This design comes from an exercise in tuning for small area, a short achievable clock period and few clock cycles on the open sky130 flow, not from production work.
No functional check of the RTL was part of this run.
Power figures rest on the tool's default switching activity, not on a simulated workload.

==> design.v <==
module pcmux_rx (
    input  wire        clk,
    input  wire        rst,
    input  wire        in_valid,
    input  wire [7:0]  in_data,
    output wire        in_ready,
    input  wire [11:0] cfg_prog_en,
    input  wire [95:0] cfg_prog_code,
    output reg         tel_valid,
    output wire [7:0]  tel_data,
    output reg         evt_valid,
    output wire [7:0]  evt_data,
    output reg         ack
);
    localparam K_VER    = 4'd0;   
    localparam K_TEMP   = 4'd1;   
    localparam K_SALT   = 4'd2;   
    localparam K_STAT   = 4'd3;   
    localparam K_CBAD   = 4'd4;   
    localparam K_PBAD   = 4'd5;   
    localparam K_CKSUM  = 4'd6;   
    localparam K_OVF    = 4'd7;   
    localparam K_PSHORT = 4'd8;   
    localparam K_PSTAT  = 4'd9;   
    reg        rdy;
    reg        a_v, b_v;
    reg  [7:0] a_d, b_d;
    assign in_ready = rdy;
    wire take = in_valid & rdy;
    reg  [5:0]  len;         
    reg         typ;         
    reg         bad1;        
    reg  [7:0]  rb1;         
    reg  [2:0]  kdec;        
    reg  [7:0]  prev;        
    reg  [15:0] sum;         
    reg  [8*61-1:0] rbv;     
    reg        act_v, pend_v;
    reg  [3:0] akind, pkind;
    reg  [5:0] avlen, pvlen;
    reg  [3:0] arec;
    reg  [5:0] abp;
    reg  [7:0] aerr;
    reg  [15:0] ea;          
    function uses_ea(input [3:0] k);
        uses_ea = (k == K_CBAD) || (k == K_PBAD) || (k == K_CKSUM) ||
                  (k == K_OVF) || (k == K_PSHORT);
    endfunction
    wire [7:0] p6 = rbv[8*(9) +: 8];
    wire [7:0] p7 = rbv[8*(10) +: 8];
    reg prog_known;
    integer pi;
    always @(*) begin
        prog_known = 1'b0;
        for (pi = 0; pi < 12; pi = pi + 1)
            if (cfg_prog_en[pi] && cfg_prog_code[pi*8 +: 8] == p7)
                prog_known = 1'b1;
    end
    wire [15:0] salt_ppm = {8'd0, rbv[8*(4) +: 8]} * 16'd50;
    wire [7:0]  mx = arec[0] ? rbv[8*(22) +: 8] : rbv[8*(20) +: 8];
    wire [7:0]  my = arec[0] ? rbv[8*(23) +: 8] : rbv[8*(21) +: 8];
    wire [15:0] hm = {8'd0, mx} * 16'd60 + {8'd0, my};
    reg  [7:0] vbyte;
    integer vi;
    always @(*) begin
        vbyte = 8'h00;
        case (abp)
            6'd2:  vbyte = rbv[8*(5) +: 8];  6'd3:  vbyte = rbv[8*(6) +: 8];  6'd4:  vbyte = rbv[8*(7) +: 8];
            6'd5:  vbyte = rbv[8*(8) +: 8];  6'd6:  vbyte = rbv[8*(9) +: 8];  6'd7:  vbyte = rbv[8*(10) +: 8];
            6'd8:  vbyte = rbv[8*(11) +: 8]; 6'd9:  vbyte = rbv[8*(12) +: 8]; 6'd10: vbyte = rbv[8*(13) +: 8];
            6'd11: vbyte = rbv[8*(14) +: 8]; 6'd12: vbyte = rbv[8*(15) +: 8]; 6'd13: vbyte = rbv[8*(16) +: 8];
            6'd14: vbyte = rbv[8*(17) +: 8]; 6'd15: vbyte = rbv[8*(18) +: 8]; 6'd16: vbyte = rbv[8*(19) +: 8];
            6'd17: vbyte = rbv[8*(20) +: 8]; 6'd18: vbyte = rbv[8*(21) +: 8]; 6'd19: vbyte = rbv[8*(22) +: 8];
            6'd20: vbyte = rbv[8*(23) +: 8]; 6'd21: vbyte = rbv[8*(24) +: 8]; 6'd22: vbyte = rbv[8*(25) +: 8];
            6'd23: vbyte = rbv[8*(26) +: 8]; 6'd24: vbyte = rbv[8*(27) +: 8]; 6'd25: vbyte = rbv[8*(28) +: 8];
            6'd26: vbyte = rbv[8*(29) +: 8]; 6'd27: vbyte = rbv[8*(30) +: 8]; 6'd28: vbyte = rbv[8*(31) +: 8];
            6'd29: vbyte = rbv[8*(32) +: 8]; 6'd30: vbyte = rbv[8*(33) +: 8]; 6'd31: vbyte = rbv[8*(34) +: 8];
            6'd32: vbyte = rbv[8*(35) +: 8]; 6'd33: vbyte = rbv[8*(36) +: 8]; 6'd34: vbyte = rbv[8*(37) +: 8];
            6'd35: vbyte = rbv[8*(38) +: 8]; 6'd36: vbyte = rbv[8*(39) +: 8]; 6'd37: vbyte = rbv[8*(40) +: 8];
            6'd38: vbyte = rbv[8*(41) +: 8]; 6'd39: vbyte = rbv[8*(42) +: 8]; 6'd40: vbyte = rbv[8*(43) +: 8];
            6'd41: vbyte = rbv[8*(44) +: 8]; 6'd42: vbyte = rbv[8*(45) +: 8]; 6'd43: vbyte = rbv[8*(46) +: 8];
            6'd44: vbyte = rbv[8*(47) +: 8]; 6'd45: vbyte = rbv[8*(48) +: 8]; 6'd46: vbyte = rbv[8*(49) +: 8];
            6'd47: vbyte = rbv[8*(50) +: 8]; 6'd48: vbyte = rbv[8*(51) +: 8]; 6'd49: vbyte = rbv[8*(52) +: 8];
            6'd50: vbyte = rbv[8*(53) +: 8]; 6'd51: vbyte = rbv[8*(54) +: 8]; 6'd52: vbyte = rbv[8*(55) +: 8];
            6'd53: vbyte = rbv[8*(56) +: 8]; 6'd54: vbyte = rbv[8*(57) +: 8]; 6'd55: vbyte = rbv[8*(58) +: 8];
            6'd56: vbyte = rbv[8*(59) +: 8]; 6'd57: vbyte = rbv[8*(60) +: 8];
            default: vbyte = 8'h00;
        endcase
    end
    reg        r_evt;
    reg [7:0]  r_id;
    reg [5:0]  r_len;
    reg [31:0] r_val;
    reg        r_last;
    always @(*) begin
        r_evt  = 1'b0;
        r_id   = 8'h00;
        r_len  = 6'd1;
        r_val  = 32'd0;
        r_last = 1'b1;
        case (akind)
            K_VER: begin
                r_id  = 8'h01;
                r_len = avlen;
            end
            K_TEMP: begin
                r_id  = 8'h02;
                r_val = {rbv[8*(4) +: 8], 24'd0};
            end
            K_SALT: begin
                if (arec == 4'd0) begin
                    r_id   = 8'h03;
                    r_len  = 6'd2;
                    r_val  = {salt_ppm, 16'd0};
                    r_last = 1'b0;
                end else begin
                    r_id   = {4'h1, 1'b0, arec[2:0] - 3'd1};
                    r_val  = {7'd0, aerr[arec[2:0] - 3'd1], 24'd0};
                    r_last = (arec == 4'd8);
                end
            end
            K_STAT: begin
                r_id  = 8'h04;
                r_val = {8'h01, 24'd0};
            end
            K_CBAD: begin
                r_evt = 1'b1;
                r_id  = 8'h01;
                r_val = {ea[15:8], 24'd0};
            end
            K_PBAD: begin
                r_evt = 1'b1;
                r_id  = 8'h02;
                r_len = 6'd2;
                r_val = {ea, 16'd0};
            end
            K_CKSUM: begin
                r_evt = 1'b1;
                r_id  = 8'h03;
                r_len = 6'd4;
                r_val = {sum, ea};
            end
            K_OVF: begin
                r_evt = 1'b1;
                r_id  = 8'h04;
                r_val = {ea[15:8], 24'd0};
            end
            K_PSHORT: begin
                r_evt = 1'b1;
                r_id  = 8'h09;
                r_val = {ea[15:8], 24'd0};
            end
            K_PSTAT: begin
                r_last = (arec == 4'd7);
                case (arec[2:0])
                    3'd0: begin
                        if (p6 == 8'h0A) begin
                            r_id = 8'h20; r_val = {8'h01, 24'd0};
                        end else if (p6 == 8'h04) begin
                            r_id = 8'h20; r_val = {8'h00, 24'd0};
                        end else begin
                            r_evt = 1'b1; r_id = 8'h07; r_val = {p6, 24'd0};
                        end
                    end
                    3'd1: begin
                        r_val = {p7, 24'd0};
                        if (prog_known) r_id = 8'h21;
                        else begin r_evt = 1'b1; r_id = 8'h08; end
                    end
                    3'd2: begin r_id = 8'h22; r_len = 6'd2; r_val = {rbv[8*(12) +: 8], rbv[8*(13) +: 8], 16'd0}; end
                    3'd3: begin r_id = 8'h23; r_len = 6'd2; r_val = {rbv[8*(14) +: 8], rbv[8*(15) +: 8], 16'd0}; end
                    3'd4: begin r_id = 8'h24; r_val = {rbv[8*(16) +: 8], 24'd0}; end
                    3'd5: begin r_id = 8'h25; r_val = {rbv[8*(17) +: 8], 24'd0}; end
                    default: begin
                        r_id = {7'b0010011, arec[0]}; r_len = 6'd2; r_val = {hm, 16'd0};
                    end
                endcase
            end
            default: ;
        endcase
    end
    wire [5:0] vpos = abp - 6'd2;
    reg  [7:0] emit_byte;
    always @(*) begin
        if (abp == 6'd0)
            emit_byte = r_id;
        else if (abp == 6'd1)
            emit_byte = {2'b00, r_len};
        else if (akind == K_VER)
            emit_byte = vbyte;
        else
            emit_byte = r_val[(6'd31 - {vpos[1:0], 3'b000}) -: 8];
    end
    wire rec_done   = (abp == r_len + 6'd1);
    wire act_finish = act_v & rec_done & r_last;
    reg [6:0] fa, fp;
    always @(*) begin
        fa = 7'd64;
        case (akind)
            K_VER:   fa = (abp < 6'd2) ? 7'd5 : {1'b0, abp} + 7'd3;
            K_TEMP:  fa = 7'd4;
            K_SALT:  fa = (arec == 4'd0) ? 7'd4 : 7'd64;
            K_CKSUM: fa = 7'd3;
            K_PSTAT: begin
                case (arec[2:0])
                    3'd0: fa = 7'd9;
                    3'd1: fa = 7'd10;
                    3'd2: fa = 7'd12;
                    3'd3: fa = 7'd14;
                    3'd4: fa = 7'd16;
                    3'd5: fa = 7'd17;
                    3'd6: fa = 7'd20;
                    default: fa = 7'd22;
                endcase
            end
            default: fa = 7'd64;
        endcase
        if (!act_v) fa = 7'd64;
        fp = 7'd64;
        case (pkind)
            K_VER:   fp = 7'd5;
            K_TEMP:  fp = 7'd4;
            K_SALT:  fp = 7'd4;
            K_CKSUM: fp = 7'd3;
            K_PSTAT: fp = 7'd9;
            default: fp = 7'd64;
        endcase
        if (!pend_v) fp = 7'd64;
    end
    wire blocked_pos = (len >= 6'd3) && ({1'b0, len} >= fa || {1'b0, len} >= fp);
    wire [7:0] b = a_d;
    wire [7:0] n = rbv[8*(8) +: 8];
    wire       pos0 = (len == 6'd0);
    wire       start = pos0 && (b == 8'h10 || b == 8'hFF);
    wire [2:0] kd_b = (b == 8'h03) ? 3'd0 : (b == 8'h16) ? 3'd1 :
                      (b == 8'h12) ? 3'd2 : (b == 8'h01) ? 3'd3 : 3'd4;
    wire       c_bad   = (len >= 6'd2) && bad1;
    wire       c_done  = !c_bad && (len >= 6'd3) && (prev == 8'h10) && (b == 8'h03);
    wire [2:0] c_k     = (len == 6'd3) ? kd_b : kdec;
    reg [7:0] hdr_exp;
    always @(*) begin
        case (len[1:0])
            2'd1:    hdr_exp = 8'h00;
            2'd2:    hdr_exp = 8'hFF;
            default: hdr_exp = 8'hA5;
        endcase
    end
    wire       p_hbad  = (len >= 6'd1) && (len <= 6'd3) && (b != hdr_exp);
    wire       p_done  = (len >= 6'd10) && ({3'd0, len} == {1'b0, n} + 9'd10);
    wire       p_ckbad = (sum != {prev, b});
    wire       p_stat  = (rbv[8*(6) +: 8] == 8'h60) && (rbv[8*(7) +: 8] == 8'h07);
    wire       p_add   = (len >= 6'd4) && (len <= 6'd8 || ({3'd0, len} <= {1'b0, n} + 9'd8));
    wire       ceil    = (len == 6'd63);
    reg        f_end;        
    reg [3:0]  f_kind;
    reg        f_job;        
    reg [5:0]  f_vlen;
    reg [15:0] f_ea;
    reg        f_ack;
    always @(*) begin
        f_end  = 1'b0;
        f_kind = K_VER;
        f_job  = 1'b0;
        f_vlen = (len >= 6'd8) ? len - 6'd7 : 6'd0;
        f_ea   = {prev, b};
        f_ack  = 1'b0;
        if (!pos0) begin
            if (!typ) begin
                if (c_done) begin
                    f_end = 1'b1;
                    f_ack = 1'b1;
                    f_job = (c_k != 3'd4);
                    f_kind = {1'b0, c_k};
                end else if (ceil) begin
                    f_end  = 1'b1;
                    f_job  = 1'b1;
                    f_kind = c_bad ? K_CBAD : K_OVF;
                    f_ea   = c_bad ? {rb1, 8'h00} : {8'h10, 8'h00};
                end
            end else begin
                if (p_hbad) begin
                    f_end  = 1'b1;
                    f_job  = 1'b1;
                    f_kind = K_PBAD;
                    f_ea   = {6'd0, len[1:0], b};
                end else if (p_done) begin
                    f_end = 1'b1;
                    if (p_ckbad) begin
                        f_job  = 1'b1;
                        f_kind = K_CKSUM;
                    end else if (p_stat) begin
                        f_job  = 1'b1;
                        f_kind = (n < 8'd13) ? K_PSHORT : K_PSTAT;
                        f_ea   = {n, 8'h00};
                    end
                end else if (ceil) begin
                    f_end  = 1'b1;
                    f_job  = 1'b1;
                    f_kind = K_OVF;
                    f_ea   = {8'hFF, 8'h00};
                end
            end
        end
    end
    wire ea_busy  = (act_v && uses_ea(akind)) || (pend_v && uses_ea(pkind));
    wire can_job  = !pend_v || act_finish;
    wire blocked  = blocked_pos ||
                    (f_job && (!can_job || (uses_ea(f_kind) && ea_busy)));
    wire proc     = a_v && !blocked;
    wire wr_buf   = a_v && !blocked_pos && (len >= 6'd4) && (len <= 6'd60);
    wire new_job  = proc && f_job;
    integer wi;
    always @(posedge clk) begin
        for (wi = 4; wi <= 60; wi = wi + 1)
            if (wr_buf && len == wi) rbv[8*wi +: 8] <= b;
    end
    reg [7:0] obyte;
    assign tel_data = obyte;
    assign evt_data = obyte;
    always @(posedge clk) begin
        tel_valid <= 1'b0;
        evt_valid <= 1'b0;
        ack       <= 1'b0;
        if (rst) begin
            rdy    <= 1'b1;
            a_v    <= 1'b0;
            b_v    <= 1'b0;
            len    <= 6'd0;
            act_v  <= 1'b0;
            pend_v <= 1'b0;
        end else begin
            if (!a_v || proc) begin
                if (b_v) begin
                    a_d <= b_d;
                    a_v <= 1'b1;
                    b_v <= take;
                    b_d <= in_data;
                    rdy <= !take;
                end else begin
                    a_d <= in_data;
                    a_v <= take;
                    rdy <= 1'b1;
                end
            end else begin
                if (take) begin
                    b_d <= in_data;
                    b_v <= 1'b1;
                end
                rdy <= !(take || b_v);
            end
            if (proc) begin
                prev <= b;
                if (pos0) begin
                    if (start) begin
                        typ <= (b == 8'hFF);
                        len <= 6'd1;
                    end
                end else if (f_end) begin
                    len <= 6'd0;
                end else begin
                    len <= len + 6'd1;
                end
                if (len == 6'd1) begin
                    bad1 <= (b != 8'h02);
                    rb1  <= b;
                end
                if (len == 6'd3) begin
                    kdec <= kd_b;
                    sum  <= {8'd0, b};
                end else if (p_add) begin
                    sum  <= sum + {8'd0, b};
                end
                if (f_ack) ack <= 1'b1;
                if (f_job && uses_ea(f_kind)) ea <= f_ea;
            end
            if (act_v) begin
                if (r_evt) evt_valid <= 1'b1;
                else       tel_valid <= 1'b1;
                obyte <= emit_byte;
                if (rec_done) begin
                    abp  <= 6'd0;
                    arec <= arec + 4'd1;
                end else begin
                    abp <= abp + 6'd1;
                end
            end
            if (!act_v || act_finish) begin
                if (pend_v) begin
                    act_v <= 1'b1;
                    akind <= pkind;
                    avlen <= pvlen;
                    arec  <= 4'd0;
                    abp   <= 6'd0;
                    aerr  <= rbv[8*(5) +: 8];
                    pend_v <= new_job;
                    pkind  <= f_kind;
                    pvlen  <= f_vlen;
                end else if (new_job) begin
                    act_v <= 1'b1;
                    akind <= f_kind;
                    avlen <= f_vlen;
                    arec  <= 4'd0;
                    abp   <= 6'd0;
                    aerr  <= (len == 6'd5) ? b : rbv[8*(5) +: 8];
                end else begin
                    act_v <= 1'b0;
                end
            end else if (new_job) begin
                pend_v <= 1'b1;
                pkind  <= f_kind;
                pvlen  <= f_vlen;
            end
        end
    end
endmodule
==> run.sh <==
#!/bin/bash
# synth_recipe.tcl (not shown) runs the flow's synth.tcl, then flattens the netlist and writes it again
# the make line also repeats each setting of config.mk as NAME=value (left out here)
make -C /OpenROAD-flow-scripts/flow DESIGN_CONFIG=/design/flow/config.mk WORK_HOME=/design/flow/orfs CLKGATE_MAP_FILE= SYNTH_SCRIPT=/design/flow/synth_recipe.tcl finish
==> config.mk <==
export PLATFORM = sky130hd
export DESIGN_NAME = pcmux_rx
export DESIGN_NICKNAME = pcmux_rx
export VERILOG_FILES = /design/flow/design.v
export SDC_FILE = /design/flow/constraint.sdc
export NUM_CORES = 4
export LEC_CHECK = 0
export CAP_MARGIN = 20
export CORE_MARGIN = 2
export CORE_UTILIZATION = 40
export SLEW_MARGIN = 20
==> constraint.sdc <==
create_clock -name core_clock -period 10.0 [get_ports {clk}]
set_input_delay 2.0000 -clock core_clock [delete_from_list [all_inputs] [get_ports {clk}]]
set_output_delay 2.0000 -clock core_clock [all_outputs]
set_load 0.01 [all_outputs]
==> summary.md <==
| Metric | Value |
|---|---|
| Via count | `23370` |
| Yosys warns | `1` |
| Die ar. | `0.07667 mm²` |
| H-Tree Depth | `2` |
| PD cells | `approximately 160 mW/mm²` |
| Clock Path Buffers | `3` |
| Pwr Total | `5.417 mW` |
| F_max | `153.0 MHz` |
| Inserted Clock Buffers | `59` |
| Setup WS pre-CTS | `3592 ps` |
| Outcome | `complete, no violations` |
| Clock latency on the worst-skew pair | `roughly 700 ps` |
| Max Cap Viol | `0` |
| 1st-iter DRT viols | `3553` |
| Critical Path AT | `just under 7000 ps` |
| Routed vias/inst | `6.537` |
| Port Buf Inserts | `138` |
| Top FF cell, synth | `edfxtp_1` |
| Initial core utilization | `40.21%` |
| Required @ worst endpoint | `10300 ps` |
| Clock Skews | `63.79 ps` |
| Post-layout utilization of the core | `a little under half` |
| FP Rows | `100` |
| Initial antenna violation count | `7` |
| Synth unique cells | `101` |
| Die X-Extent | `276.9 µm` |
| GRT overflow | `0` |
| Inst Count DP | `~3500` |
| Post-synthesis cell area | `0.02979 mm²` |
| Clock transition at the registers of the reported paths | `60 ps` |
| Post-synth EDFFs | `571` |
| Flops & latches, synth | `585` |
| Hold_buf cts | `0` |
| Sequential-to-total area share from yosys stat | `58.50%` |
| CP Capture Type | `flip-flop` |
| Sink Count | `just under 600` |
| Non-Filler Instances | `roughly 3600` |
| Area grow syn2layout | `15.54%` |
| Fin. max-slew vios | `0` |
| Avg Cell Area, Syn | `12.41 µm²` |
| VDD IR max | `around 0.14 mV` |
| Setup ws final | `between 3000 and 4000 ps` |
| Worst Tran Pin Value | `1205 ps` |
| First-pass GRT wire length | `between 150000 and 200000 µm` |
| Core Area | `between 0.07 and 0.08 mm²` |
| Post-synth ARST share | `0%` |
| WL per Instance | `35.50 µm` |
| Initial DRT Pass Iterations | `8` |
| Sum Neg Setup Slack | `0 ps` |
| Layout cells sized above 1 | `about a tenth` |
| DIE HEIGHT | `276.9 µm` |
| CP max FO | `23` |
| Placed Area | `around 0.032 mm²` |
| Fin crit share | `between 60% and 70%` |
| Nets | `2785` |
| Syn Nets | `2633` |
| RSZ-0062 raised after global routing | `no` |
| Post-cts repair resize count | `0` |
| DP HPWL | `about 94000 µm` |
| Mapped Cells | `2401` |
| Largest net degree at the start of global routing | `64` |
| I/O pin total | `139` |
| Hold crit path type | `reg -> reg` |
| Vias in the first global route | `between 20000 and 25000` |
| Startpoint type of the worst setup path | `flip-flop` |
| Design Area, Final | `0.03442 mm²` |
| TritonCTS clock tree | `built` |
| Worst setup path class | `reg -> reg` |
| Endpoints failing setup | `0` |
| Routability congestion estimate | `1.090` |
| Min Hold Slack | `547.8 ps` |
| Drc violations | `0` |
| Setup repair bufs after CTS | `0` |
| Final Hold Viols | `0` |
| Slew headroom | `18.81%` |
| Min cycle time layout | `6534 ps` |
| Antenna Violating Nets Remaining | `0` |
| DRT Wirelength | `126900 µm` |
| Gr usage total | `about a third` |
| CTS Root Cell | `clkbuf_16` |
| Leakage | `11.46 nW` |
Yosys cell counts (all sizes together), types with 17 or more instances:
cell type	n	area, µm²
o22ai	17	106.4
fa	18	360.4
nor4	30	206.5
mux2i	25	250.2
inv	82	307.8
a211oi	23	195.2
a21oi	99	506.7
a22oi	200	1501
nor2	198	743.2
clkbuf	83	311.6
a22o	24	210.2
xor2	73	639.4
o21ai	72	360.3
ha	95	1189
edfxtp	571	17150
nand3	45	225.2
nand2	134	505.5
xnor2	82	718.2
nor3	48	245.2
nand4	64	406.6
mux2	37	416.7
a21o	17	127.6
nor2b	18	112.6
nand2b	22	137.6
a221oi	28	245.2
buf	28	166.4
path summary, 6_finish.rpt:
kind / startpoint / endpoint / slack, ps / cells past startpoint
setup / recovery: arec[0]$_DFFE_PN_ / rbv[457]$_DFFE_PP_ / 3470 / 15
hold / removal: b_d[0]$_DFFE_PP_ / a_d[0]$_DFFE_PP_ / 550 / 1
setup reg to reg: arec[0]$_DFFE_PN_ / rbv[457]$_DFFE_PP_ / 3470 / 15
hold reg to reg: b_d[0]$_DFFE_PP_ / a_d[0]$_DFFE_PP_ / 550 / 1
cells by family (layout without fill, tap and decap cells):
group,Yosys count,after routing,share of synthesized area [%]
and+or+nand+nor,667,667,11.40
AOI/OAI and AO/OA,622,622,15.22
DFF,585,585,58.50
buffers and inverters,194,395,2.650
xor gates and xnor gates,156,156,4.633
adders and majority gates,113,113,5.200
muxes,64,64,2.390
other,0,4,0
report_power, final:
part / internal [mW] / switching (mW) / total, mW
Combinational: 0.169 / 0.283 / 0.452
Sequential: 2.70 / 0.0118 / 2.71
Clock: 1.26 / 0.995 / 2.26
cells in the final DEF, fill, tap and decap left out, types with 73 or more instances in the layout:
cell type | Yosys | final
xnor2_1 | 82 | 82
a21oi_1 | 96 | 96
clkdlybuf4s50_1 | 0 | 138
nor2_1 | 198 | 193
a22oi_1 | 200 | 200
nand2_1 | 133 | 133
ha_1 | 95 | 95
inv_1 | 82 | 82
edfxtp_1 | 571 | 571
xor2_1 | 73 | 73
layout make-up:
type                            count  area [µm²]
Multi-Input combinational cell   1622       11630
Clock inverter                     36       425.4
Sequential cell                   585       17430
Clock buffer                       74        1543
Timing Repair Buffer              202        1861
Inverter                           83       311.5
Antenna cell                        4       10.01
Tap cell                          969        1212
Fill cell                        6594       39660
critical path: stages (launching register included):
cell	delay (ps)
edfxtp_1	360
buf_4	370
ha_1	290
ha_1	650
inv_1	160
nand3_1	300
a21oi_1	110
o41ai_1	390
ha_1	310
a21o_1	160
a31oi_1	150
o21ai_0	190
a2bb2oi_1	520
o2111a_1	500
nand3_1	780
nor2_1	950
state kept, by name, summed over array words and instances (netlist names), 3 cells and up:
name	cells
avlen	6
obyte	8
abp	6
prev	8
ea	16
aerr	8
pkind	4
kdec	3
pvlen	6
rbv	456
rb1	8
akind	4
sum	16
b_d	8
arec	4
len	6
a_d	8
layer usage:
| layer | GRT usage (%) | vias to the layer above | share of wire (%) |
|---|---|---|---|
| li1 | - | 9686 | - |
| met1 | 44.54 | 11760 | 40 |
| met2 | 47.42 | 1640 | 43 |
| met3 | 8.901 | 276 | 12 |
| met4 | 14.41 | 8 | 4.9 |
| met5 | 0 | - | 0.040 |

[afterwards: timing with drivers on the ports]
No port has a modelled driver above. Below, the same layout with a new extraction and two added sets of constraints.
Step 1 (the two cells are an assumption about what drives the block):
set clk [get_ports {clk}]
set_driving_cell -lib_cell sky130_fd_sc_hd__clkbuf_16 $clk
set_driving_cell -lib_cell sky130_fd_sc_hd__buf_2 [delete_from_list [all_inputs] $clk]
Step 2, shift: input delay + t, output delay - t, t = (earliest + latest rising clock arrival at the registers) / 2. This alone moves slack from input paths to output paths.
a / b / c = ideal ports / drivers / drivers and shift; a / b = the first two.
t (ns): 0.706
setup WS [ns]: 3.466 / 3.466 / 3.466
hold WS [ns]: 0.548 / 0.548 / 0.548
worst setup path after step 2: register to register
pins driven straight from the clock port: 1
After both steps setup and hold are still met in this run. For this run, drivers alone change the setup slack by 0.000 ns; drivers and shift together by 0.000 ns.
